From an optimization exercise on the open Yosys and OpenROAD flow, aimed at a short achievable clock period and few clock cycles; shortcuts taken in it are not production practice.
In this exercise RTL edits were held to simulation tests only and were not proved equivalent to the original.
No activity file was given, so power comes from the tool's default toggle rates.

--- design/flow/config.mk ---
export PLATFORM = sky130hd
export DESIGN_NAME = legv8_core
export DESIGN_NICKNAME = legv8_core
export VERILOG_FILES = /design/flow/design.v
export SDC_FILE = /design/flow/constraint.sdc
export NUM_CORES = 4
export LEC_CHECK = 0
export CAP_MARGIN = 50
export CORE_MARGIN = 2
export CORE_UTILIZATION = 24
export PLACE_DENSITY = 0.38
export SLEW_MARGIN = 70
export SYNTH_HIERARCHICAL = 1
--- design/flow/flow/run.sh ---
#!/bin/bash
# Layout flow: the standard ORFS flow (standard.sh, unchanged synthesis,
# floorplan, power grid, placement, CTS and routing) with two repair settings:
#  - port buffers are sky130_fd_sc_hd__buf_4 (instead of the default pick,
#    a delay buffer); every input and output port still gets its own buffer
#  - timing repair works until 13.2 ns of setup slack against the design's
#    18 ns clock, on the worst 10% of the endpoints
# The constraints (constraint.sdc: clock period, I/O delays, output load) are
# the design's, unchanged.  make's output goes to make.log here; ORFS writes
# each step's full log under orfs/logs/.
set -euo pipefail
bash standard.sh 'BUFFER_PORTS_ARGS=-buffer_cell sky130_fd_sc_hd__buf_4' \
    SETUP_SLACK_MARGIN=13.2 TNS_END_PERCENT=10 finish > make.log 2>&1
--- design/flow/design.v ---
module legv8_core (
    input  wire        clk,
    input  wire        rst,
    output wire [63:0] imem_addr,
    input  wire [31:0] imem_data,
    input  wire        imem_valid,
    output wire        dmem_req,
    output wire        dmem_we,
    output wire [1:0]  dmem_size,
    output wire [11:0] dmem_addr,
    output wire [63:0] dmem_wdata,
    input  wire [63:0] dmem_rdata,
    input  wire        dmem_ready,
    output wire        done,
    output wire        faulted,
    output wire [2:0]  fault_code,
    output wire [63:0] fault_pc,
    output wire [63:0] fault_info,
    output wire [3:0]  flags
);
    reg        s_done, s_fault, s_fpend;
    reg [3:0]  nzcv;
    reg [2:0]  fcode_q;
    reg [63:0] fpc_q;
    reg [63:0] finfo_q;
    wire       run = ~(s_done | s_fault | s_fpend);
    reg  [63:0] pc_f;
    reg         dv, dend;
    reg  [31:0] d_ir;
    reg  [63:0] d_pc;
    reg  [31:0] d_rn_oh, d_rb_oh;           
    reg  [4:0]  d_rb;                       
    reg         d_pred;                     
    reg  [63:0] d_alt;                      
    reg         xv;
    reg         x_alu, x_setf, x_sub, x_arith, x_and, x_orr, x_eor, x_lsl, x_lsr;
    reg         x_addsc, x_subsc;           
    reg  [5:0]  x_sh;
    reg         x_load, x_store, x_sg, x_ill;
    reg  [1:0]  x_sz;
    reg  [8:0]  x_off;
    reg  [4:0]  x_rd;
    reg         x_wr;                       
    reg  [63:0] a_q, b_q;
    reg  [63:0] bx_q;                       
    reg         x_chk_bc, x_chk_cb;         
    reg  [3:0]  x_cond;
    reg         x_pred;                     
    reg  [63:0] x_alt;                      
    reg  [63:0] x_pc;
    reg  [31:0] x_ir;
    reg         aw_v;
    reg  [4:0]  aw_rd;
    reg  [63:0] aw_val;
    reg        m0v, m1v;
    reg        m0_we, m1_we;
    reg [1:0]  m0_sz, m1_sz;
    reg [11:0] m0_a, m1_a;
    reg [63:0] m0_d, m1_d;
    reg [4:0]  m0_rd, m1_rd;
    reg        m0_sg, m1_sg;
    reg        m0_kill, m1_kill;            
    reg        wv;
    reg [4:0]  w_rd;
    reg [1:0]  w_sz;
    reg        w_sg;
    reg [63:0] w_d;
    wire [31:0] ir = d_ir;
    wire m_add    = (ir & 32'hFFE0FC00) == 32'h8B000000;
    wire m_adds   = (ir & 32'hFFE0FC00) == 32'hAB000000;
    wire m_sub    = (ir & 32'hFFE0FC00) == 32'hCB000000;
    wire m_subs   = (ir & 32'hFFE0FC00) == 32'hEB000000;
    wire m_and    = (ir & 32'hFFE0FC00) == 32'h8A000000;
    wire m_ands   = (ir & 32'hFFE0FC00) == 32'hEA000000;
    wire m_orr    = (ir & 32'hFFE0FC00) == 32'hAA000000;
    wire m_eor    = (ir & 32'hFFE0FC00) == 32'hCA000000;
    wire m_lsl    = (ir & 32'hFFFF0000) == 32'hD3600000;
    wire m_lsr    = (ir & 32'hFFFF0000) == 32'hD3400000;
    wire m_addi   = (ir & 32'hFFC00000) == 32'h91000000;
    wire m_addis  = (ir & 32'hFFC00000) == 32'hB1000000;
    wire m_subi   = (ir & 32'hFFC00000) == 32'hD1000000;
    wire m_subis  = (ir & 32'hFFC00000) == 32'hF1000000;
    wire m_andi   = (ir & 32'hFFC00000) == 32'h92000000;
    wire m_andis  = (ir & 32'hFFC00000) == 32'hF2000000;
    wire m_orri   = (ir & 32'hFFC00000) == 32'hB2000000;
    wire m_eori   = (ir & 32'hFFC00000) == 32'hD2000000;
    wire m_b      = (ir & 32'hFC000000) == 32'h14000000;
    wire m_bcond_op = (ir & 32'hFF000000) == 32'h54000000;
    wire cond_ok  = (ir[4:0] == 5'd0)  || (ir[4:0] == 5'd1)  || (ir[4:0] == 5'd4)  ||
                    (ir[4:0] == 5'd5)  || (ir[4:0] == 5'd6)  || (ir[4:0] == 5'd7)  ||
                    (ir[4:0] == 5'd10) || (ir[4:0] == 5'd11) || (ir[4:0] == 5'd12) ||
                    (ir[4:0] == 5'd13);
    wire m_bcond  = m_bcond_op && cond_ok;
    wire m_cbnz   = (ir & 32'hFF000000) == 32'hB5000000;
    wire m_ldur   = (ir & 32'hFFE00C00) == 32'hF8400000;
    wire m_stur   = (ir & 32'hFFE00C00) == 32'hF8000000;
    wire m_ldurb  = (ir & 32'hFFE00C00) == 32'h38400000;
    wire m_sturb  = (ir & 32'hFFE00C00) == 32'h38000000;
    wire m_ldurh  = (ir & 32'hFFE00C00) == 32'h78400000;
    wire m_sturh  = (ir & 32'hFFE00C00) == 32'h78000000;
    wire m_ldursw = (ir & 32'hFFE00C00) == 32'hB8800000;
    wire m_sturw  = (ir & 32'hFFE00C00) == 32'hB8000000;
    wire is_rr    = m_add | m_adds | m_sub | m_subs | m_and | m_ands | m_orr | m_eor;
    wire is_r     = is_rr | m_lsl | m_lsr;
    wire is_i     = m_addi | m_addis | m_subi | m_subis | m_andi | m_andis | m_orri | m_eori;
    wire is_alu   = is_r | is_i;
    wire is_load  = m_ldur | m_ldurb | m_ldurh | m_ldursw;
    wire is_store = m_stur | m_sturb | m_sturh | m_sturw;
    wire is_mem   = is_load | is_store;
    wire legal    = is_alu | m_b | m_bcond | m_cbnz | is_mem;
    wire op_sub   = m_sub | m_subs | m_subi | m_subis;
    wire op_and   = m_and | m_ands | m_andi | m_andis;
    wire op_orr   = m_orr | m_orri;
    wire op_eor   = m_eor | m_eori;
    wire op_arith = m_add | m_adds | m_addi | m_addis | op_sub;
    wire set_f    = m_adds | m_addis | m_subs | m_subis;
    reg [1:0] msize;
    always @(*) begin
        msize = 2'd3;
        if (m_ldurb | m_sturb)        msize = 2'd0;
        else if (m_ldurh | m_sturh)   msize = 2'd1;
        else if (m_ldursw | m_sturw)  msize = 2'd2;
    end
    wire [4:0] f_rd = ir[4:0];
    wire [4:0] f_rn = ir[9:5];
    wire [4:0] f_rm = ir[20:16];
    reg  [63:0] rf [0:30];
    function automatic [63:0] rf_read(input [31:0] oh);
        integer k;
        begin
            rf_read = 64'd0;
            for (k = 0; k < 31; k = k + 1)
                rf_read = rf_read | ({64{oh[k]}} & rf[k]);
        end
    endfunction
    reg [63:0] w_val;
    always @(*) begin
        case (w_sz)
            2'd0:    w_val = {56'd0, w_d[7:0]};
            2'd1:    w_val = {48'd0, w_d[15:0]};
            2'd2:    w_val = w_sg ? {{32{w_d[31]}}, w_d[31:0]} : {32'd0, w_d[31:0]};
            default: w_val = w_d;
        endcase
    end
    wire aw_live = aw_v & (aw_rd != 5'd31);
    wire w_live  = wv & (w_rd != 5'd31);
    function automatic [63:0] rd_byp(input [31:0] oh, input [4:0] r);
        begin
            if (aw_live && aw_rd == r)     rd_byp = aw_val;
            else if (w_live && w_rd == r)  rd_byp = w_val;
            else                           rd_byp = rf_read(oh);
        end
    endfunction
    wire [63:0] ra = rd_byp(d_rn_oh, f_rn);
    wire [63:0] rb = rd_byp(d_rb_oh, d_rb);
    wire px = xv & x_load & (x_rd != 5'd31);
    wire p0 = m0v & ~m0_we & ~m0_kill & (m0_rd != 5'd31);
    wire p1 = m1v & ~m1_we & ~m1_kill & (m1_rd != 5'd31);
    wire m0_pop = m0v & dmem_ready;
    function automatic hit(input [4:0] r);
        hit = (px && x_rd == r) || (p0 && m0_rd == r) || (p1 && m1_rd == r);
    endfunction
    function automatic hit_wait(input [4:0] r);
        hit_wait = (px && x_rd == r) || (p0 && !m0_pop && m0_rd == r) || (p1 && m1_rd == r);
    endfunction
    wire use_rn = is_alu | is_mem;
    wire use_rm = is_rr;
    wire d_haz  = (use_rn & hit_wait(f_rn)) | (use_rm & hit_wait(f_rm)) |
                  (is_store & hit_wait(f_rd)) | (m_cbnz & hit(f_rd));
    wire x_wlive = xv & x_wr & (x_rd != 5'd31);
    wire fwd_n   = x_wlive & (x_rd == f_rn);
    wire fwd_b   = x_wlive & (x_rd == d_rb);
    wire ldf_n   = p0 & (m0_rd == f_rn);
    wire ldf_b   = p0 & (m0_rd == d_rb);
    reg  [63:0] ld_val;
    always @(*) begin
        case (m0_sz)
            2'd0:    ld_val = {56'd0, dmem_rdata[7:0]};
            2'd1:    ld_val = {48'd0, dmem_rdata[15:0]};
            2'd2:    ld_val = m0_sg ? {{32{dmem_rdata[31]}}, dmem_rdata[31:0]} : {32'd0, dmem_rdata[31:0]};
            default: ld_val = dmem_rdata;
        endcase
    end
    function automatic cond_eval(input [3:0] c, input [3:0] f);
        reg n, z, v;
        begin
            n = f[3]; z = f[2]; v = f[0];
            case (c)
                4'd0:    cond_eval = z;
                4'd1:    cond_eval = !z;
                4'd4:    cond_eval = n;
                4'd5:    cond_eval = !n;
                4'd6:    cond_eval = v;
                4'd7:    cond_eval = !v;
                4'd10:   cond_eval = (n == v);
                4'd11:   cond_eval = (n != v);
                4'd12:   cond_eval = !z && (n == v);
                4'd13:   cond_eval = !(!z && (n == v));
                default: cond_eval = 1'b0;
            endcase
        end
    endfunction
    wire        x_setf_live = xv & x_setf;
    wire [31:0] iw       = imem_data;
    wire        f_stable = ~(dv & set_f) & ~x_setf_live;
    wire [37:0] hb_inc, hb_dec;
    wire [44:0] hc_inc, hc_dec;
    legv8_incdec #(.W(38)) u_hb (.p(pc_f[63:26]), .inc(hb_inc), .dec(hb_dec));
    legv8_incdec #(.W(45)) u_hc (.p(pc_f[63:19]), .inc(hc_inc), .dec(hc_dec));
    wire [63:0] f_next   = pc_f + 64'd1;
    wire        f_pred;
    wire [63:0] f_alt, pc_next;
    wire        done_now = run & dv & dend & ~xv & q_empty;
    wire        use_f    = ~rst & run & ~done_now & ~x_redir & ~d_redir & f_adv;
    reg  [63:0] pc_other;
    always @(*) begin
        if (rst)               pc_other = 64'd0;
        else if (!run)         pc_other = pc_f;
        else if (done_now)     pc_other = d_pc;
        else if (x_redir)      pc_other = x_alt;
        else if (d_redir)      pc_other = d_alt;
        else if (f_adv)        pc_other = f_next;
        else                   pc_other = pc_f;
    end
    legv8_fetch_sel u_fs (
        .pc(pc_f), .iw(iw), .nzcv(nzcv), .stable(f_stable),
        .hb_inc(hb_inc), .hb_dec(hb_dec), .hc_inc(hc_inc), .hc_dec(hc_dec),
        .f_next(f_next), .other(pc_other), .use_f(use_f),
        .pred(f_pred), .alt(f_alt), .pc_next(pc_next)
    );
    wire        f_selrt  = (iw[31:24] == 8'hF8) || (iw[31:24] == 8'h38) || (iw[31:24] == 8'h78) ||
                           (iw[31:24] == 8'hB8) || (iw[31:24] == 8'hB5);
    wire [4:0]  f_rb     = f_selrt ? iw[4:0] : iw[20:16];
    wire [63:0] xa = a_q;
    wire [63:0] xb = b_q;                     
    wire [63:0] opb_x = bx_q;
    wire [65:0] sum_w = {1'b0, xa, 1'b1} + {1'b0, opb_x, x_sub};
    wire [64:0] sum   = sum_w[65:1];
    reg [63:0] y_oth;
    always @(*) begin
        if (x_and)       y_oth = xa & xb;
        else if (x_orr)  y_oth = xa | xb;
        else if (x_eor)  y_oth = xa ^ xb;
        else if (x_lsl)  y_oth = xa << x_sh;
        else             y_oth = xa >> x_sh;
    end
    wire [63:0] y = x_arith ? sum[63:0] : y_oth;
    wire f_n = sum[63];
    wire [63:0] zt  = xa ^ xb;
    wire [63:0] zo  = xa | xb;
    wire f_z = x_sub ? (zt == 64'd0) : ((zt[0] == 1'b0) && (zt[63:1] == zo[62:0]));
    wire f_c = x_addsc ? sum[64] : x_subsc ? (sum[64] & (xb != 64'd0)) : 1'b0;
    wire f_v = (xa[63] == xb[63]) && (sum[63] != xa[63]);
    reg  [30:0] zf;                                    
    wire aw_zero  = (aw_val == 64'd0);
    wire w_zero   = (w_val == 64'd0);
    wire x_lzero  = x_and ? ((xa & xb) == 64'd0) :
                    x_orr ? ((xa | xb) == 64'd0) : (xa == xb);
    wire x_zero   = x_arith ? f_z : x_lzero;            
    wire rb_zero  = (aw_live && aw_rd == d_rb) ? aw_zero :
                    (w_live && w_rd == d_rb)   ? w_zero  :
                    (d_rb_oh[31] | (|(d_rb_oh[30:0] & zf)));
    wire cb_known = ~(fwd_b & (x_lsl | x_lsr));
    wire cb_taken = ~(fwd_b ? x_zero : rb_zero);
    wire bc_known = ~x_setf_live | (ir[3:1] == 3'b000);   
    wire bc_taken = x_setf_live ? (ir[0] ^ f_z) : cond_eval(ir[3:0], nzcv);
    wire bc_guess = m_bcond & ~bc_known;
    wire cb_guess = m_cbnz & ~cb_known;
    wire d_wrong  = (m_bcond & bc_known & (bc_taken != d_pred)) |
                    (m_cbnz & cb_known & (cb_taken != d_pred));
    wire [63:0] ea = xa + {{55{x_off[8]}}, x_off};
    reg  [3:0]  nbytes;
    always @(*) begin
        case (x_sz)
            2'd0:    nbytes = 4'd1;
            2'd1:    nbytes = 4'd2;
            2'd2:    nbytes = 4'd4;
            default: nbytes = 4'd8;
        endcase
    end
    wire [13:0] lim      = 14'd4096 - {10'd0, nbytes} - {{5{x_off[8]}}, x_off};
    wire        le_lim   = (xa[63:14] == 50'd0) && (xa[13:0] <= lim);
    wire [8:0]  noff     = 9'd0 - x_off;
    wire        ge_noff  = (xa[63:9] == 55'd0) ? (xa[8:0] >= noff) : 1'b1;
    wire [8:0]  wlim     = 9'd256 - x_off;
    wire        wrap_ok  = (xa[63:8] == 56'hFFFFFFFFFFFFFF) && (x_off != 9'd0) &&
                           ({1'b0, xa[7:0]} >= wlim);
    wire        in_range = x_off[8] ? (le_lim && ge_noff) : (le_lim || wrap_ok);
    wire x_act    = run & xv;
    wire x_is_mem = x_load | x_store;
    wire actual   = x_chk_bc ? cond_eval(x_cond, nzcv) : (xb != 64'd0);
    wire x_redir  = x_act & (x_chk_bc | x_chk_cb) & (actual != x_pred);
    wire x_stall  = x_act & x_is_mem & m1v & ~x_ill;
    wire do_mem   = x_act & x_is_mem & ~x_ill & in_range & ~m1v;
    wire flt_ill  = x_act & x_ill;
    wire flt_rng  = x_act & x_is_mem & ~x_ill & ~in_range;
    wire pop     = m0v & dmem_ready;
    wire q_empty = ~m1v & (~m0v | dmem_ready);           
    wire [63:0] d_b     = is_i ? {{52{ir[21]}}, ir[21:10]} :
                          fwd_b ? y : ldf_b ? ld_val : rb;
    wire d_act   = run & dv & ~dend;
    wire d_go    = d_act & ~d_haz & ~x_stall & ~x_redir;
    wire kill_ev = d_go & is_alu & (f_rd != 5'd31);
    wire kx      = kill_ev & (x_rd == f_rd);
    wire k0      = m0_kill | (kill_ev & (m0_rd == f_rd));
    wire k1      = m1_kill | (kill_ev & (m1_rd == f_rd));
    wire d_redir = d_go & d_wrong;
    wire f_adv   = run & (~dv | (d_act & ~d_haz & ~x_stall));
    integer i;
    always @(posedge clk) begin
        for (i = 0; i < 31; i = i + 1) begin
            if (aw_live && aw_rd == i[4:0]) begin
                rf[i] <= aw_val;
                zf[i] <= aw_zero;
            end else if (w_live && w_rd == i[4:0]) begin
                rf[i] <= w_val;
                zf[i] <= w_zero;
            end
        end
    end
    always @(posedge clk)
        pc_f <= pc_next;
    always @(posedge clk) begin
        if (rst) begin
            s_done  <= 1'b0;
            s_fault <= 1'b0;
            s_fpend <= 1'b0;
            dv      <= 1'b0;
            xv      <= 1'b0;
            aw_v    <= 1'b0;
            nzcv    <= 4'd0;
            fcode_q <= 3'd0;
            fpc_q   <= 64'd0;
            finfo_q <= 64'd0;
            m0v     <= 1'b0;
            m1v     <= 1'b0;
            wv      <= 1'b0;
        end else begin
            wv <= pop & ~m0_we & ~k0;
            if (run) begin
                if (x_redir | d_redir)
                    dv <= 1'b0;
                else if (f_adv)
                    dv <= 1'b1;
            end
            if (!x_stall)
                xv <= d_go;
            aw_v <= x_act & x_alu & ~x_ill;
            if (x_act && x_alu && x_setf && !x_ill)
                nzcv <= {f_n, f_z, f_c, f_v};
            if (pop & m1v) begin
                m0v <= 1'b1;
                m1v <= 1'b0;
            end else if (!m0v | pop) begin
                m0v <= do_mem;
            end else if (do_mem) begin
                m1v <= 1'b1;
            end
            if (run) begin
                fcode_q <= x_ill ? 3'd1 : 3'd3;
                fpc_q   <= x_pc;
                finfo_q <= x_ill ? {32'd0, x_ir} : ea;
            end
            if (run && dv && dend && !xv && q_empty) begin
                s_done <= 1'b1;
            end else if (run && (flt_ill || flt_rng)) begin
                s_fault <= q_empty;
                s_fpend <= ~q_empty;
            end else if (s_fpend && q_empty) begin
                s_fault <= 1'b1;
                s_fpend <= 1'b0;
            end
        end
    end
    always @(posedge clk) begin
        w_d  <= dmem_rdata;
        w_rd <= m0_rd;
        w_sz <= m0_sz;
        w_sg <= m0_sg;
        if (f_adv) begin
            d_pred  <= f_pred;
            d_alt   <= f_alt;
            dend    <= ~imem_valid;
            d_ir    <= imem_data;
            d_pc    <= pc_f;
            d_rn_oh <= 32'd1 << imem_data[9:5];
            d_rb_oh <= 32'd1 << f_rb;
            d_rb    <= f_rb;
        end
        if (!x_stall) begin
            x_alu   <= is_alu;
            x_setf  <= set_f;
            x_sub   <= op_sub;
            x_arith <= op_arith;
            x_and   <= op_and;
            x_orr   <= op_orr;
            x_eor   <= op_eor;
            x_lsl   <= m_lsl;
            x_lsr   <= m_lsr;
            x_addsc <= m_adds;
            x_subsc <= m_subs | m_subis;
            x_sh    <= ir[15:10];
            x_load  <= is_load;
            x_store <= is_store;
            x_sg    <= m_ldursw;
            x_ill   <= ~legal;
            x_sz    <= msize;
            x_off   <= ir[20:12];
            x_rd    <= f_rd;
            x_wr    <= is_alu;
            a_q     <= fwd_n ? y : ldf_n ? ld_val : ra;
            b_q     <= d_b;
            bx_q    <= op_sub ? ~d_b : d_b;
            x_chk_bc <= bc_guess;
            x_chk_cb <= cb_guess;
            x_cond  <= ir[3:0];
            x_pred  <= d_pred;
            x_alt   <= d_alt;
            x_pc    <= d_pc;
            x_ir    <= ir;
        end
        aw_rd  <= x_rd;
        if (x_act & x_alu & ~x_ill)
            aw_val <= y;
        if (pop & m1v) begin
            m0_we <= m1_we; m0_sz <= m1_sz; m0_a <= m1_a; m0_d <= m1_d;
            m0_rd <= m1_rd; m0_sg <= m1_sg; m0_kill <= k1;
        end else if (!m0v | pop) begin
            m0_we <= x_store; m0_sz <= x_sz; m0_a <= ea[11:0]; m0_d <= xb;
            m0_rd <= x_rd; m0_sg <= x_sg; m0_kill <= kx;
        end else begin
            m0_kill <= k0;
        end
        if (!m1v) begin
            m1_we <= x_store; m1_sz <= x_sz; m1_a <= ea[11:0]; m1_d <= xb;
            m1_rd <= x_rd; m1_sg <= x_sg; m1_kill <= kx;
        end else if (!pop) begin
            m1_kill <= k1;
        end
    end
    wire [3:0] nzcv_nx  = rst ? 4'd0 :
                          (x_act && x_alu && x_setf && !x_ill) ? {f_n, f_z, f_c, f_v} : nzcv;
    wire       m0v_nx   = rst ? 1'b0 : (pop & m1v) ? 1'b1 : (!m0v | pop) ? do_mem : m0v;
    wire       m0_we_nx = (pop & m1v) ? m1_we : (!m0v | pop) ? x_store : m0_we;
    wire [1:0] m0_sz_nx = (pop & m1v) ? m1_sz : (!m0v | pop) ? x_sz : m0_sz;
    wire [11:0] m0_a_nx = (pop & m1v) ? m1_a : (!m0v | pop) ? ea[11:0] : m0_a;
    wire [63:0] m0_d_nx = (pop & m1v) ? m1_d : (!m0v | pop) ? xb : m0_d;
    wire       done_nx  = rst ? 1'b0 : (run && dv && dend && !xv && q_empty) ? 1'b1 : s_done;
    wire       flt_nx   = rst ? 1'b0 :
                          (run && dv && dend && !xv && q_empty) ? s_fault :
                          (run && (flt_ill || flt_rng)) ? q_empty :
                          (s_fpend && q_empty) ? 1'b1 : s_fault;
    wire [2:0]  fcode_nx = rst ? 3'd0 : run ? (x_ill ? 3'd1 : 3'd3) : fcode_q;
    wire [63:0] fpc_nx   = rst ? 64'd0 : run ? x_pc : fpc_q;
    wire [63:0] finfo_nx = rst ? 64'd0 : run ? (x_ill ? {32'd0, x_ir} : ea) : finfo_q;
    wire [3:0] flags_o;
    legv8_outreg #(.W(64)) u_o_pc    (.clk(clk), .d(pc_next),  .q(imem_addr));
    legv8_outreg #(.W(4))  u_o_flags (.clk(clk), .d(nzcv_nx),  .q(flags_o));
    legv8_outreg #(.W(1))  u_o_req   (.clk(clk), .d(m0v_nx),   .q(dmem_req));
    legv8_outreg #(.W(1))  u_o_we    (.clk(clk), .d(m0_we_nx), .q(dmem_we));
    legv8_outreg #(.W(2))  u_o_size  (.clk(clk), .d(m0_sz_nx), .q(dmem_size));
    legv8_outreg #(.W(12)) u_o_addr  (.clk(clk), .d(m0_a_nx),  .q(dmem_addr));
    legv8_outreg #(.W(64)) u_o_wdata (.clk(clk), .d(m0_d_nx),  .q(dmem_wdata));
    legv8_outreg #(.W(1))  u_o_done  (.clk(clk), .d(done_nx),  .q(done));
    legv8_outreg #(.W(1))  u_o_flt   (.clk(clk), .d(flt_nx),   .q(faulted));
    legv8_outreg #(.W(3))  u_o_fcode (.clk(clk), .d(fcode_nx), .q(fault_code));
    legv8_outreg #(.W(64)) u_o_fpc   (.clk(clk), .d(fpc_nx),   .q(fault_pc));
    legv8_outreg #(.W(64)) u_o_finfo (.clk(clk), .d(finfo_nx), .q(fault_info));
    assign flags      = flags_o;
endmodule
module legv8_incdec #(parameter W = 38) (
    input  wire [W-1:0] p,
    output wire [W-1:0] inc,
    output wire [W-1:0] dec
);
    assign inc = p + 1'b1;
    assign dec = p - 1'b1;
endmodule
module legv8_fetch_sel (
    input  wire [63:0] pc,
    input  wire [31:0] iw,
    input  wire [3:0]  nzcv,
    input  wire        stable,       
    input  wire [37:0] hb_inc,
    input  wire [37:0] hb_dec,
    input  wire [44:0] hc_inc,
    input  wire [44:0] hc_dec,
    input  wire [63:0] f_next,       
    input  wire [63:0] other,        
    input  wire        use_f,        
    output wire        pred,
    output wire [63:0] alt,          
    output wire [63:0] pc_next
);
    wire n = nzcv[3], z = nzcv[2], v = nzcv[0];
    reg  cond;
    always @(*) begin
        case (iw[3:0])
            4'd0:    cond = z;
            4'd1:    cond = !z;
            4'd4:    cond = n;
            4'd5:    cond = !n;
            4'd6:    cond = v;
            4'd7:    cond = !v;
            4'd10:   cond = (n == v);
            4'd11:   cond = (n != v);
            4'd12:   cond = !z && (n == v);
            4'd13:   cond = !(!z && (n == v));
            default: cond = 1'b0;
        endcase
    end
    wire is_b  = (iw[31:26] == 6'b000101);
    wire is_bc = (iw[31:24] == 8'h54) && (iw[4] == 1'b0) &&
                 (iw[3:0] != 4'd2) && (iw[3:0] != 4'd3) && (iw[3:0] != 4'd8) &&
                 (iw[3:0] != 4'd9) && (iw[3:0] != 4'd14) && (iw[3:0] != 4'd15);
    wire is_cb = (iw[31:24] == 8'hB5);
    assign pred = is_b | (is_bc & (stable ? cond : iw[23])) | is_cb;
    wire [25:0] lo_b = pc[25:0] + iw[25:0];
    wire [18:0] lo_c = pc[18:0] + iw[23:5];
    wire [37:0] hi_b;
    wire [44:0] hi_c;
    legv8_hi_pick #(.W(19), .L(26)) u_b0 (.a(pc[25:0]), .b(iw[25:0]),
        .p(pc[44:26]), .pinc(hb_inc[18:0]), .pdec(hb_dec[18:0]), .hi(hi_b[18:0]));
    legv8_hi_pick #(.W(19), .L(26)) u_b1 (.a(pc[25:0]), .b(iw[25:0]),
        .p(pc[63:45]), .pinc(hb_inc[37:19]), .pdec(hb_dec[37:19]), .hi(hi_b[37:19]));
    legv8_hi_pick #(.W(23), .L(19)) u_c0 (.a(pc[18:0]), .b(iw[23:5]),
        .p(pc[41:19]), .pinc(hc_inc[22:0]), .pdec(hc_dec[22:0]), .hi(hi_c[22:0]));
    legv8_hi_pick #(.W(22), .L(19)) u_c1 (.a(pc[18:0]), .b(iw[23:5]),
        .p(pc[63:42]), .pinc(hc_inc[44:23]), .pdec(hc_dec[44:23]), .hi(hi_c[44:23]));
    wire [63:0] tgt = is_b ? {hi_b, lo_b} : {hi_c, lo_c};
    assign alt     = pred ? f_next : tgt;
    assign pc_next = (use_f & pred) ? tgt : other;
endmodule
module legv8_hi_pick #(parameter W = 19, parameter L = 26) (
    input  wire [L-1:0] a,
    input  wire [L-1:0] b,
    input  wire [W-1:0] p,
    input  wire [W-1:0] pinc,
    input  wire [W-1:0] pdec,
    output wire [W-1:0] hi
);
    wire [L:0] s = {1'b0, a} + {1'b0, b};
    wire       neg = b[L-1];
    assign hi = s[L] ? (neg ? p : pinc) : (neg ? pdec : p);
endmodule
module legv8_outreg #(parameter W = 1) (
    input  wire         clk,
    input  wire [W-1:0] d,
    output reg  [W-1:0] q
);
    always @(posedge clk)
        q <= d;
endmodule
--- design/flow/constraint.sdc ---
create_clock -name core_clock -period 18.0 [get_ports {clk}]
set_input_delay 3.6000 -clock core_clock [delete_from_list [all_inputs] [get_ports {clk}]]
set_output_delay 3.6000 -clock core_clock [all_outputs]
set_load 0.01 [all_outputs]
--- design/flow/standard.sh ---
#!/bin/bash
# synth_recipe.tcl (not shown) runs the flow's synth.tcl, then flattens the netlist and writes it again
# the make line also repeats each setting of config.mk as NAME=value (left out here)
make -C /OpenROAD-flow-scripts/flow DESIGN_CONFIG=/design/flow/config.mk WORK_HOME=/design/flow/orfs CLKGATE_MAP_FILE= SYNTH_SCRIPT=/design/flow/synth_recipe.tcl "${@:-finish}"
==> results.py, run 1 <==
metrics = {
    "run_status": {
        "status": "no timing/DRC/antenna violations",
    },
    "logic_synthesis": {
        "yosysTopAreaCell": "edfxtp_1",
        "yosys_warnings": 15,
        "seq_area_frac_synth": 0.500,
        "yosys.cell_types.count": 116,
        "synthCells": 19400,
        "syn_nets": 19900,
        "async_reset_ff_frac": 0,
        "synth_edf_count": 2773,
        "synth_top_area_frac": 0.433,
        "syn_area_um2": 192000,
        "ys.flop_type": "edfxtp_1",
        "synth_seq_cells": 3419,
        "synthTopCellsByArea": "edfxtp_1 43%, dfxtp_1 6.7%, nand2_1 5.2%",
        "syn_area_per_cell_um2": 9.91,
    },
    "sta": {
        "rsz0062_at_grt": "true",
        "maxSlewHeadroom": 0.633,
        "fin_setup_tns_ps": 0,
        "period_share": 0.297,
        "clock.fmax_mhz": 187,
        "report.final.slew_viol_count": 0,
        "setup_viol": 0,
        "worst_pin_slew_ps": 551,
        "fin_skew_ps": 109,
        "period_minus_slack_ps": 5350,
        "hold_violations": 0,
    },
    "clock_tree": {
        "clk_root_buffer_cell": "clkbuf_16",
        "clk_path_buf_depth": 4,
        "cts_made_buffers": 406,
        "clk_latency_ps": 1130,
        "holdBufCountCts": 0,
        "cts_max_level": 5,
        "cts.sinks": 3419,
        "path_clk_slew_ps": 60,
        "cts_tree": "yes",
    },
    "cells_and_area": {
        "syn_to_final_growth_pct": 27.2,
        "drive_above_1_share": 0.205,
        "postLayoutCoreUtil": 0.307,
        "final_nets": 20500,
        "fin_area_um2": 245000,
    },
    "power": {
        "p_int_w": 0.0177,
        "p_per_area_nw_per_um2": 121,
        "p_seq_frac": 0.334,
        "p_switching_w": 0.0118,
        "p_total_w": 0.0296,
        "comb_power_share": 0.370,
        "swShare": 0.400,
        "pwr-share-clk": 0.297,
        "ir_drop_v": 0.0000841,
        "leakage_nw": 84.4,
    },
    "run": {
        "maxCapViolations": 0,
    },
    "floorplan": {
        "die-area_um2": 809000,
        "rows": 328,
        "dieHeight_um": 899,
        "die_w_um": 899,
        "core_area_um2": 798000,
        "start_util": 0.241,
        "pin_count": 381,
    },
    "detailed_routing": {
        "wl_um": 1330000,
        "via_count": 192000,
        "vias_per_cell": 6.21,
        "wire_per_inst_um": 42.9,
        "dr.pass1.iters": 12,
        "ant_nets": 0,
        "dr.first_iter.drc_count": 35700,
        "route.detailed.drc": 0,
    },
    "grt": {
        "grt_start_max_net_pins": 68,
        "antenna_found_initial": 136,
        "grt_pass1_wl_um": 1720000,
        "overflow": 0,
        "grt_pass1_vias": 175000,
        "grt_util_all_layers": 0.310,
    },
    "critical_path": {
        "crit_fanout": 5,
        "critPathCaptureType": "flop",
        "cp.arrival_ps": 6310,
        "cp.required_ps": 18960,
        "cp_slowest_cell": "or4_4",
        "cp-start-kind": "flop",
        "worstPathCellList": "inv_2, ha_2, a22o_1, or4_1, or4_4, nor4_4, a41o_2, o2111ai_4, buf_6, o221a_4, o22a_4, buf_16, buf_16, buf_16, buf_12, buf_12, o221ai_4, a21oi_1, a221o_1, a211o_1",
        "cpMostUsedCell": "buf_16",
        "startpoint": "b_q[38]",
        "critPathKind": "flop to flop",
        "rr_startpoint": "b_q[38]",
        "crit_path_max_incr_delay_ps": 560,
    },
    "placement": {
        "dpl.hpwl_um": 913000,
        "dpl-instance-area_um2": 225000,
        "port_buffers": 380,
        "place_congestion": 0.956,
    },
    "worst_hold_path": {
        "hold_path.class": "flop to flop",
        "hold_start": "m0_sz[0]",
    },
}
## cells in the mapped netlist, types with 71 or more instances
| cell type | number |
|---|---|
| and3_1 | 74 |
| xor2_1 | 243 |
| a222oi_1 | 128 |
| inv_1 | 279 |
| a31oi_1 | 71 |
| nor3_1 | 308 |
| mux4_2 | 165 |
| mux2_2 | 93 |
| nor4_1 | 155 |
| nor2_1 | 1415 |
| a211oi_1 | 209 |
| a22oi_1 | 503 |
| o21ai_0 | 1568 |
| edfxtp_1 | 2773 |
| nand2_1 | 2684 |
| nand4_1 | 410 |
| clkbuf_1 | 1581 |
| a21o_1 | 146 |
| a21oi_1 | 1544 |
| xnor2_1 | 373 |
| buf_2 | 78 |
| ha_1 | 428 |
| a221oi_1 | 748 |
| a22o_1 | 735 |
| buf_1 | 311 |
| nand3_1 | 265 |
| o211ai_1 | 75 |
| mux2i_1 | 407 |
| dfxtp_1 | 646 |
## path summary, 6_finish.rpt
check	to	slack, ps	cells past startpoint
worst min-delay path	w_sz[0]	430	0
worst max register to register	pc_f[23]	12650	20
worst min register to register	w_sz[0]	430	0
worst max-delay path	pc_f[23]	12650	20
## worst max-delay path, delay by kind of cell, from the launching register on
family / cells / cell delay [ps]
flip-flops: 1 / 510
AND/OR/NAND/NOR: 3 / 1290
adder cells (fa/ha/maj): 1 / 340
buffers and inverters: 7 / 1030
AO/OA/AOI/OAI: 9 / 1980
## cell families (layout without fill, tap and decap cells)
group / Yosys count / count (layout) / share of synthesized area
other cells: 0 / 105 / 0
compound gates: 6263 / 6263 / 0.219
fa+ha+maj: 433 / 433 / 0.0284
xor+xnor: 616 / 616 / 0.0280
buf+inv: 2303 / 3192 / 0.0473
simple gates: 5701 / 5702 / 0.131
flops: 3419 / 3419 / 0.500
mux: 667 / 667 / 0.0461
## through the flow
stage | hold WS [ps] | worst slack (ps) | cells
after global routing | 448 | 12630 | 30900
after detailed placement | 429 | 10570 | 29800
after global placement | 426 | 9550 | 29100
after floorplan | 329 | 11390 | 19400
final | 432 | 12650 | 31000
after CTS | 436 | 12660 | 30700
## metal layers
layer  wire length [µm]  GRT usage  up-vias
met5               1120    0.00176        -
met4             101000      0.189       58
met3             164000     0.0981     4115
met2             537000      0.438    16100
met1             523000      0.411    97100
li1                   -          -    74800
## per-module statistics from Yosys, one instance, submodules excluded, excerpt
| module | times used | flops+latches | cells |
|---|---|---|---|
| legv8_core | 1 | 3138 | 17400 |
| legv8_fetch_sel | 1 | 0 | 728 |
## power by group through the flow
| stage | sequential [W] | clock, W | combinational (W) |
|---|---|---|---|
| finish | 0.00986 | 0.00877 | 0.0109 |
| global route | 0.00991 | 0.00909 | 0.0109 |
| CTS | 0.00985 | 0.00882 | 0.0100 |
| detailed placement | 0.0100 | 0 | 0.00976 |
| global placement | 0.0101 | 0 | 0.00894 |
| floorplan | 0.00981 | 0 | 0.00456 |
## layout by cell type (no fill, tap or decap), types with 128 or more instances in the layout
| cell | n |
|---|---|
| mux2i_1 | 375 |
| buf_8 | 247 |
| inv_1 | 269 |
| a22oi_1 | 501 |
| a22o_1 | 735 |
| nand3_1 | 244 |
| a222oi_1 | 128 |
| dfxtp_1 | 548 |
| xor2_1 | 237 |
| a211oi_1 | 133 |
| edfxtp_1 | 2773 |
| a21oi_1 | 1406 |
| nand4_1 | 410 |
| xnor2_1 | 347 |
| nand2_1 | 2616 |
| mux4_2 | 165 |
| nor2_1 | 1356 |
| nor3_1 | 193 |
| o21ai_0 | 1362 |
| a221oi_1 | 734 |
| clkbuf_16 | 430 |
| buf_6 | 294 |
| buf_2 | 154 |
| ha_1 | 385 |
| buf_4 | 861 |
| a21o_1 | 145 |
| buf_12 | 347 |
## timing repair
action | CTS | global route
buffers inserted | 87 | 84
pin swaps | 57 | 57
gates resized for setup | 251 | 217
gates cloned | 22 | 15
setup endpoints to repair | 767 | 703
## final cells by class
| cell class | instances | area [µm²] |
|---|---|---|
| diodes | 105 | 263 |
| inverters | 286 | 1170 |
| multi-input cells | 13700 | 94200 |
| clock inverters | 241 | 2520 |
| repair inverters | 3 | 43.8 |
| flip-flops and latches | 3419 | 96400 |
| fillers | 81700 | 554000 |
| clock buffers | 517 | 11000 |
| well taps | 10600 | 13200 |
| repair buffers | 2145 | 25900 |
## registers in the layout, summed over array words and instances (netlist names), 32 cells and up
signal and flops:
d_alt 64, aw_val 64, bx_q 64, fpc_q 64, d_rb_oh 32, u_o_fpc.q 64
m0_d 64, w_d 64, finfo_q 64, d_ir 32, a_q 64, pc_f 64
u_o_wdata.q 64, b_q 64, m1_d 64, u_o_pc.q 64, d_pc 64, x_alt 64
rf 1984, u_o_finfo.q 64, x_pc 64
Testbench counts, summed over its fixed seeds: cycles 41,740.
==> run 2: changes to the inputs <==
--- a/design/flow/design.v
+++ b/design/flow/design.v
@@ -520,12 +520,20 @@
     wire [37:0] hi_b;
     wire [44:0] hi_c;
-    legv8_hi_pick #(.W(19), .L(26)) u_b0 (.a(pc[25:0]), .b(iw[25:0]),
-        .p(pc[44:26]), .pinc(hb_inc[18:0]), .pdec(hb_dec[18:0]), .hi(hi_b[18:0]));
-    legv8_hi_pick #(.W(19), .L(26)) u_b1 (.a(pc[25:0]), .b(iw[25:0]),
-        .p(pc[63:45]), .pinc(hb_inc[37:19]), .pdec(hb_dec[37:19]), .hi(hi_b[37:19]));
-    legv8_hi_pick #(.W(23), .L(19)) u_c0 (.a(pc[18:0]), .b(iw[23:5]),
-        .p(pc[41:19]), .pinc(hc_inc[22:0]), .pdec(hc_dec[22:0]), .hi(hi_c[22:0]));
-    legv8_hi_pick #(.W(22), .L(19)) u_c1 (.a(pc[18:0]), .b(iw[23:5]),
-        .p(pc[63:42]), .pinc(hc_inc[44:23]), .pdec(hc_dec[44:23]), .hi(hi_c[44:23]));
+    legv8_hi_pick #(.W(10), .L(26)) u_b0 (.a(pc[25:0]), .b(iw[25:0]),
+        .p(pc[35:26]), .pinc(hb_inc[9:0]),   .pdec(hb_dec[9:0]),   .hi(hi_b[9:0]));
+    legv8_hi_pick #(.W(10), .L(26)) u_b1 (.a(pc[25:0]), .b(iw[25:0]),
+        .p(pc[45:36]), .pinc(hb_inc[19:10]), .pdec(hb_dec[19:10]), .hi(hi_b[19:10]));
+    legv8_hi_pick #(.W(9), .L(26))  u_b2 (.a(pc[25:0]), .b(iw[25:0]),
+        .p(pc[54:46]), .pinc(hb_inc[28:20]), .pdec(hb_dec[28:20]), .hi(hi_b[28:20]));
+    legv8_hi_pick #(.W(9), .L(26))  u_b3 (.a(pc[25:0]), .b(iw[25:0]),
+        .p(pc[63:55]), .pinc(hb_inc[37:29]), .pdec(hb_dec[37:29]), .hi(hi_b[37:29]));
+    legv8_hi_pick #(.W(12), .L(19)) u_c0 (.a(pc[18:0]), .b(iw[23:5]),
+        .p(pc[30:19]), .pinc(hc_inc[11:0]),  .pdec(hc_dec[11:0]),  .hi(hi_c[11:0]));
+    legv8_hi_pick #(.W(11), .L(19)) u_c1 (.a(pc[18:0]), .b(iw[23:5]),
+        .p(pc[41:31]), .pinc(hc_inc[22:12]), .pdec(hc_dec[22:12]), .hi(hi_c[22:12]));
+    legv8_hi_pick #(.W(11), .L(19)) u_c2 (.a(pc[18:0]), .b(iw[23:5]),
+        .p(pc[52:42]), .pinc(hc_inc[33:23]), .pdec(hc_dec[33:23]), .hi(hi_c[33:23]));
+    legv8_hi_pick #(.W(11), .L(19)) u_c3 (.a(pc[18:0]), .b(iw[23:5]),
+        .p(pc[63:53]), .pinc(hc_inc[44:34]), .pdec(hc_dec[44:34]), .hi(hi_c[44:34]));
     wire [63:0] tgt = is_b ? {hi_b, lo_b} : {hi_c, lo_c};
     assign alt     = pred ? f_next : tgt;
==> run 2 against run 1 <==
Against the previous run:
- highest routed layer unchanged
- clock skew increased by 2.9 ps
- non-clock buffer count up 49
- core utilization hardly changed
- fmax shrank 0.56%
- still clean
- sequential cell count is the same
- routed wire length decreased by 1.5%
- critical path type is now primary input to flop
- clock power decreased by 3.0%
- synthesized area grew 1.1%
- die area rose by 1.1%
==> results.py, run 2 <==
metrics = {
    "cells_and_area": {
        "most-common-layout-cells": "2773 x edfxtp_1, 2638 x nand2_1, 1439 x a21oi_1",
        "final_common_cell": "edfxtp_1",
        "drive_above_1_share": 0.207,
        "largest_reg_flops": 1984,
        "regMostFlops": "rf",
        "fin_area_um2": 248000,
        "final_nets": 20800,
        "syn_to_final_growth_pct": 27.5,
    },
    "logic_synthesis": {
        "synthTopCellsByArea": "edfxtp_1 43%, dfxtp_1 6.7%, nand2_1 5.2%",
        "yosysMostFrequentCell": "edfxtp_1",
        "async_reset_ff_frac": 0,
        "yosys.cell_types.count": 119,
        "syn_nets": 20300,
        "syn_area_per_cell_um2": 9.90,
        "ys.flop_type": "edfxtp_1",
        "synth_seq_cells": 3419,
        "yosys_warnings": 15,
        "synth_top_area_frac": 0.428,
        "synthCells": 19600,
        "yosysTopAreaCell": "edfxtp_1",
        "synth_edf_count": 2773,
        "synthTopCellsByCount": "2773 x edfxtp_1, 2711 x nand2_1, 1585 x clkbuf_1, 1583 x o21ai_0, 1576 x a21oi_1",
        "seq_area_frac_synth": 0.495,
        "syn_area_um2": 194000,
    },
    "sta": {
        "rsz0062_at_grt": "true",
        "worst_pin_slew_ps": 571,
        "maxSlewHeadroom": 0.620,
        "fin_setup_tns_ps": 0,
        "fin_skew_ps": 112,
        "period_share": 0.299,
        "clock.fmax_mhz": 186,
        "hold_violations": 0,
        "setup_viol": 0,
        "report.final.slew_viol_count": 0,
        "layout_setup_ws_ps": 12620,
        "holdWs_ps": 420,
        "period_minus_slack_ps": 5380,
    },
    "floorplan": {
        "pin_count": 381,
        "core_area_um2": 808000,
        "start_util": 0.241,
        "die_w_um": 904,
        "rows": 330,
        "dieHeight_um": 904,
        "die-area_um2": 817000,
    },
    "grt": {
        "grt_util_all_layers": 0.302,
        "antenna_found_initial": 114,
        "grt_pass1_wl_um": 1700000,
        "grt_start_max_net_pins": 63,
        "overflow": 0,
        "grt_pass1_vias": 177000,
    },
    "worst_hold_path": {
        "hold_start": "d_pc[50]",
        "hold_path.class": "flop to flop",
    },
    "detailed_routing": {
        "wl_um": 1310000,
        "via_count": 192000,
        "dr.pass1.iters": 13,
        "vias_per_cell": 6.10,
        "route.detailed.drc": 0,
        "dr.first_iter.drc_count": 34900,
        "ant_nets": 0,
        "wire_per_inst_um": 41.6,
    },
    "clock_tree": {
        "cts_made_buffers": 404,
        "cts_max_level": 5,
        "cts_tree": "yes",
        "holdBufCountCts": 0,
        "clk_path_buf_depth": 4,
        "cts.sinks": 3419,
        "path_clk_slew_ps": 70,
        "clk_root_buffer_cell": "clkbuf_16",
        "clk_latency_ps": 1140,
    },
    "power": {
        "leakage_nw": 85.8,
        "ir_drop_v": 0.000112,
        "p_total_w": 0.0294,
        "p_per_area_nw_per_um2": 119,
    },
    "placement": {
        "port_buffers": 380,
        "place_congestion": 0.961,
        "dp_slack_ps": 10580,
        "dpl-instance-area_um2": 227000,
        "dpl.hpwl_um": 894000,
    },
    "critical_path": {
        "cp.arrival_ps": 6320,
        "cp.required_ps": 18940,
        "crit_fanout": 8,
        "critPathCaptureType": "flop",
        "critPathKind": "primary input to flop",
        "cp_slowest_cell": "a311o_1",
        "rr_startpoint": "a_q[13]",
        "startpoint": "dmem_ready",
        "crit_path_max_incr_delay_ps": 410,
        "cp-start-kind": "primary input",
        "cpMostUsedCell": "buf_16",
        "worstPathCellList": "buf_12, a2111o_1, a311o_1, o2111ai_4, and2_4, buf_12, clkinv_16, buf_16, buf_16, buf_16, nand4_1, xor2_1, a21oi_1, a221o_1, nor2_1, a31oi_1",
    },
    "run_status": {
        "status": "no timing/DRC/antenna violations",
    },
    "run": {
        "maxCapViolations": 0,
    },
}
## run 2: modules after synthesis, one instance, submodules excluded, a selection
module           cell area, µm²  copies in the design  cells  flip-flops and latches
legv8_fetch_sel            4440                     1    728                       0
legv8_core               174000                     1  17400                    3138
## run 2: path summary, 6_finish.rpt
check / to / slack (ps) / cells after the start
worst min register to register: x_pc[50] / 420 / 0
worst max-delay path: pc_f[19] / 12620 / 16
worst max register to register: u_o_pc.q[25] / 12820 / 18
worst min-delay path: x_pc[50] / 420 / 0
## run 2: cells by family after synthesis
family	share of synthesized area
buffers and inverters	0.0469
AOI/OAI and AO/OA	0.219
and+or+nand+nor	0.132
DFF	0.495
muxes	0.0449
adders and majority gates	0.0336
xor gates and xnor gates	0.0280
## run 2: layout make-up
type | instances | area, µm²
Clock buffer | 530 | 10900
Inverter | 289 | 1170
Timing Repair inverter | 4 | 55.1
Antenna cell | 60 | 150
Fill cell | 83100 | 560000
Timing Repair Buffer | 2194 | 26800
Tap cell | 10800 | 13500
Multi-Input combinational cell | 13900 | 96700
Clock inverter | 224 | 2220
Sequential cell | 3419 | 96400
## run 2: metrics by stage
step / cells / util
after floorplan: 19600 / -
after global placement: 29600 / 0.261
after detailed placement: 30300 / 0.281
after CTS: 31200 / 0.303
after global routing: 31400 / 0.307
final: 31400 / 0.307
## run 2: where the power goes
part	internal (W)	switching (W)	leakage (nW)
Sequential	0.00932	0.000480	30.8
Clock	0.00465	0.00386	6.38
Combinational	0.00365	0.00742	48.6
## run 2: critical path: cells and delay by family
| kind | cells | cell delay (ps) |
|---|---|---|
| AND/OR/NAND/NOR | 3 | 420 |
| XOR/XNOR | 1 | 180 |
| buffers and inverters | 6 | 740 |
| AO/OA/AOI/OAI | 6 | 1340 |
## run 2: layer usage
layer	GRT usage	part of all wire	up-vias
met1	0.401	0.40	97200
met3	0.0892	0.12	3709
met4	0.173	0.071	54
met5	0	0.00042	-
met2	0.436	0.41	15100
li1	-	-	75800
## run 2: timing repair
| item | 4_1_cts | 5_1_grt |
|---|---|---|
| buffers inserted | 138 | 75 |
| pin swaps | 103 | 72 |
| resized for setup | 511 | 168 |
| endpoints found under the setup margin | 780 | 713 |
| cloned | 33 | 16 |
Testbench counts of run 2, summed over its fixed seeds: cycles 41,740.

-- port drivers added, routing unchanged --
In the flow no input, the clock included, has a driving cell. The finished layouts below were timed again as built, in two steps. Step 1: set_driving_cell puts a clkbuf_16 on clk and a buf_2 on each other input, an assumption about the parent block. Step 2 adds t to the input delays and takes it off the output delays; t is the mean of the earliest and latest rising clock arrival at the registers after step 1. Input paths then give back, and output paths get back, about the clock's delay inside the block. Three values: ideal, step 1, step 2; two values: the first two.
run	shift t [ns]	setup slack, ns	latest minus earliest clock arrival (ns)	worst data-port slew with drivers (ns)	cell pins on the clock port's net
run 1	1.223	12.653 / 12.558 / 11.431	0.114 / 0.114	0.30	1
run 2	1.220	12.623 / 12.574 / 11.451	0.146 / 0.145	0.34	1
After both steps every run listed still meets setup and hold. For run 1, which loses most, drivers alone change the setup slack by -0.095 ns; drivers and shift together by -1.222 ns.
